Background: an optimization exercise with open tools, aiming at small area, a short achievable clock period and few clock cycles. Do not read the settings as production practice. Where RTL was checked, it was by simulation tests only, not by an equivalence proof against the original. Power is estimated from default activity; no workload was simulated.

## violet
## prc
module prc (
    input  wire        clk,
    input  wire        rst,             
    input  wire        op_valid,
    input  wire [31:0] op_word,
    output wire        op_ready,
    output reg         resp_valid,
    output reg  [3:0]  resp_code,
    output reg  [15:0] resp_data,
    output reg         ev_pot_write,    
    output reg         ev_gen_freq,     
    output reg         ev_gen_on,       
    output reg         ev_gen_off,      
    output reg         ev_adc_restart,  
    output reg         ev_announce,     
    output wire        out_en,
    output wire [7:0]  pot_pos,
    output wire [15:0] gen_freq
);
    localparam [15:0] DEF_FREQ = 16'd28000;
    localparam [29:0] M_STEP   = 30'd15625;                
    localparam [29:0] M_MAX    = 30'd1023984375;           
    reg [15:0] cfg_freq;
    reg [12:0] cfg_power;
    reg        cfg_runmode;
    reg [15:0] cfg_runticks;
    reg        cfg_ctlmode;
    reg [1:0]  in1_action, in2_action;
    reg        in1_announce, in2_announce;
    reg [15:0] st_freq;
    reg [9:0]  st_duty;
    reg [15:0] st_cur;
    reg [15:0] st_pwr;
    reg [6:0]  st_pos;
    reg [15:0] st_countdown;
    reg        st_en;
    reg        st_estop;
    reg [31:0] pwm_on, pwm_per;
    reg        on_sat, per_sat;
    reg [32:0] pwm_m;           
    reg [6:0]  pwm_ml;          
    reg [1:0]  pwm_phase;
    reg [15:0] cap_t;           
    reg [15:0] cap_low;         
    reg [15:0] pe_d;            
    reg        pe_s2, pe_s3;    
    reg [31:0] adc_sum;
    reg        adc_sat;
    reg [1:0]  adc_ext;         
    reg [15:0] adc_cnt;
    reg        busy;
    reg [5:0]  tcnt;
    reg        m_f, m_a, m_h, m_d, m_pa, m_c, m_pp, m_l, q_d;
    reg        m_f0, m_f16, m_hc;    
  ...
Size in the first run: roughly 450 flip-flops, ~28000 um^2 of cells after synthesis.
clock: 12.0 ns
lec_check: 0
cap_margin: 20
core_margin: 2
core_utilization: 40
cts_buf_list: sky130_fd_sc_hd__clkbuf_8
cts_cluster_diameter: 60
cts_cluster_size: 16
place_density: 0.6
slew_margin: 20
standard.sh (not shown) runs the stock make flow with config.mk's settings and CLKGATE_MAP_FILE= SYNTH_SCRIPT=/design/flow/synth_recipe.tcl, a recipe that flattens the netlist after the stock synthesis.
==> flow/flow/run.sh <==
#!/bin/bash
set -euo pipefail
bash standard.sh SETUP_SLACK_MARGIN=7.8 finish > standard_make.log 2>&1
In summary, violet completed successfully, with a layout that passed the timing, design-rule and antenna checks.
Testbench counts of violet, summed over its fixed seeds: cycles 57,204.
What pepper does differently from violet at the input level:
- CTS_BUF_LIST changed from sky130_fd_sc_hd__clkbuf_8 to sky130_fd_sc_hd__clkbuf_8 sky130_fd_sc_hd__clkbuf_16
==> flow/flow/run.sh <==
#!/bin/bash
set -euo pipefail
bash standard.sh SETUP_SLACK_MARGIN=8.1 finish > standard_make.log 2>&1
==> comparison <==
Combinational power share down 0.3 points in pepper wrt violet
pepper closes out successfully: all stages finished, all timing, DRC and antenna checks passed.
pepper vs violet: global-route usage up in pepper
From violet to pepper the numbers moved as follows: part of the total power dissipated in the clock network now larger; final number of max-transition violations ~0 delta.
The clock skew after layout in pepper sits 0.0055 ns below the value recorded for violet.
Sort violet and pepper by met3 layer usage reported by global route, descending, and violet comes first.
[inputs] yarrow vs pepper
- CTS_BUF_LIST changed from sky130_fd_sc_hd__clkbuf_8 sky130_fd_sc_hd__clkbuf_16 to sky130_fd_sc_hd__clkbuf_8
==> comparison <==
Summary: with pepper as the reference, total of cells resized after clock tree synthesis in yarrow moved up by a few percent.
yarrow against pepper: non-clock buffer count climbed about 1.4%, overall power after layout dropped about 12%, final setup slack of the worst path climbed 0.065 ns.
yarrow ends up with a setup clock skew after layout that is 0.023 ns higher than in pepper.
Between pepper and yarrow, the upper clock frequency limit is lower for pepper.
The lower post-route cell area of pepper and yarrow is in yarrow.
Combinational gate power essentially unchanged between pepper and yarrow.
pepper → yarrow: sequential fraction of total cell area now sits higher, register area stayed essentially flat.
Summary of the comparison: final-layout fill cell count is higher in yarrow, relative to pepper.
Changes in xenon relative to yarrow:
- CTS_CLUSTER_DIAMETER removed (was 60)
- CTS_CLUSTER_SIZE removed (was 16)
- CTS_BUF_LIST removed (was sky130_fd_sc_hd__clkbuf_8)
==> flow/flow/run.sh <==
#!/bin/bash
set -euo pipefail
bash standard.sh SETUP_SLACK_MARGIN=7.8 finish > standard_make.log 2>&1
## What came out
- When xenon is set beside yarrow, its number of cells on the critical path turns out to be 19 smaller.
- Final core utilization ends up lower on xenon.
- Number of gates resized after CTS (xenon vs. yarrow) decreases by more than half
- Between yarrow and xenon, initial antenna violation count decreased.
- Min post-detailed-route via-to-cell ratio across yarrow and xenon: xenon
- Taking yarrow as the reference point, the worst path buffer plus inverter count of xenon falls by 4.
- On setup slack, yarrow beats xenon.
- Post-route fraction of the period consumed by the critical path: higher on xenon

---

## lane 4
Another version of the RTL of prc (not shown whole).
Size in the first run: roughly 88 I/O pins.
==> flow/config.mk <==
export PLATFORM = sky130hd
export DESIGN_NAME = prc
export DESIGN_NICKNAME = prc
export VERILOG_FILES = /design/flow/design.v
export SDC_FILE = /design/flow/constraint.sdc
export NUM_CORES = 4
export LEC_CHECK = 0
export CAP_MARGIN = 20
export CORE_MARGIN = 2
export CORE_UTILIZATION = 40
export CTS_BUF_LIST = sky130_fd_sc_hd__clkbuf_8
export CTS_CLUSTER_DIAMETER = 60
export CTS_CLUSTER_SIZE = 16
export PLACE_DENSITY = 0.6
export SLEW_MARGIN = 20
==> flow/constraint.sdc <==
create_clock -name core_clock -period 12.0 [get_ports {clk}]
set_input_delay 2.4000 -clock core_clock [delete_from_list [all_inputs] [get_ports {clk}]]
set_output_delay 2.4000 -clock core_clock [all_outputs]
set_load 0.01 [all_outputs]
==> flow/flow/run.sh <==
#!/bin/bash
set -euo pipefail
bash standard.sh SETUP_SLACK_MARGIN=7.8 finish > standard_make.log 2>&1
Both conditions hold for lane 4: the flow ran to the end and the final layout passed the timing, design-rule and antenna checks.
For lane 3, these inputs were changed with respect to lane 4:
==> flow/flow/run.sh <==
#!/bin/bash
set -euo pipefail
bash standard.sh SETUP_SLACK_MARGIN=8.1 finish > standard_make.log 2>&1
Findings:
On net load switching power, lane 4 and lane 3 are neck and neck. On vias after detailed routing, lane 3 does worse than lane 4. [lane 3] setup slack rose 0.098 ns relative to lane 4. Of lane 4 and lane 3, the run reporting the lower worst-case headroom to the max-slew limit was lane 3. Lane 3 does better than lane 4 on clock period minus final worst setup slack.
Function was not checked in any run of this note: the RTL went through the layout flow alone.

what the ideal ports hide:
How much do the figures lean on ideal ports? The routed layouts below were timed once more, with nothing changed but the port constraints.
Step 1, drivers: a clkbuf_16 drives clk and a buf_2 each remaining input, both assumed.
Step 2 adds t to the input delays and takes it off the output delays; t is the mean of the earliest and latest rising clock arrival at the registers after step 1. Input paths then give back, and output paths get back, about the clock's delay inside the block.
Three values: no drivers, after step 1, after step 2; two values: the first two.
run	t (ns)	slack for setup (ns)	worst setup path after step 2	latest minus earliest clock arrival (ns)
violet	0.701	7.892 / 7.838 / 7.317	input to register	0.043 / 0.043
pepper	0.655	7.944 / 7.944 / 7.560	input to register	0.036 / 0.035
yarrow	0.701	8.009 / 8.009 / 7.462	input to register	0.065 / 0.064
xenon	0.667	7.782 / 7.716 / 7.358	input to register	0.027 / 0.027
lane 4	0.713	7.840 / 7.783 / 7.209	input to register	0.077 / 0.077
lane 3	0.719	7.939 / 7.939 / 7.520	input to register	0.077 / 0.077
After both steps setup and hold are still met in every run listed. For lane 4, which loses most, drivers alone change the setup slack by -0.057 ns; drivers and shift together by -0.631 ns.
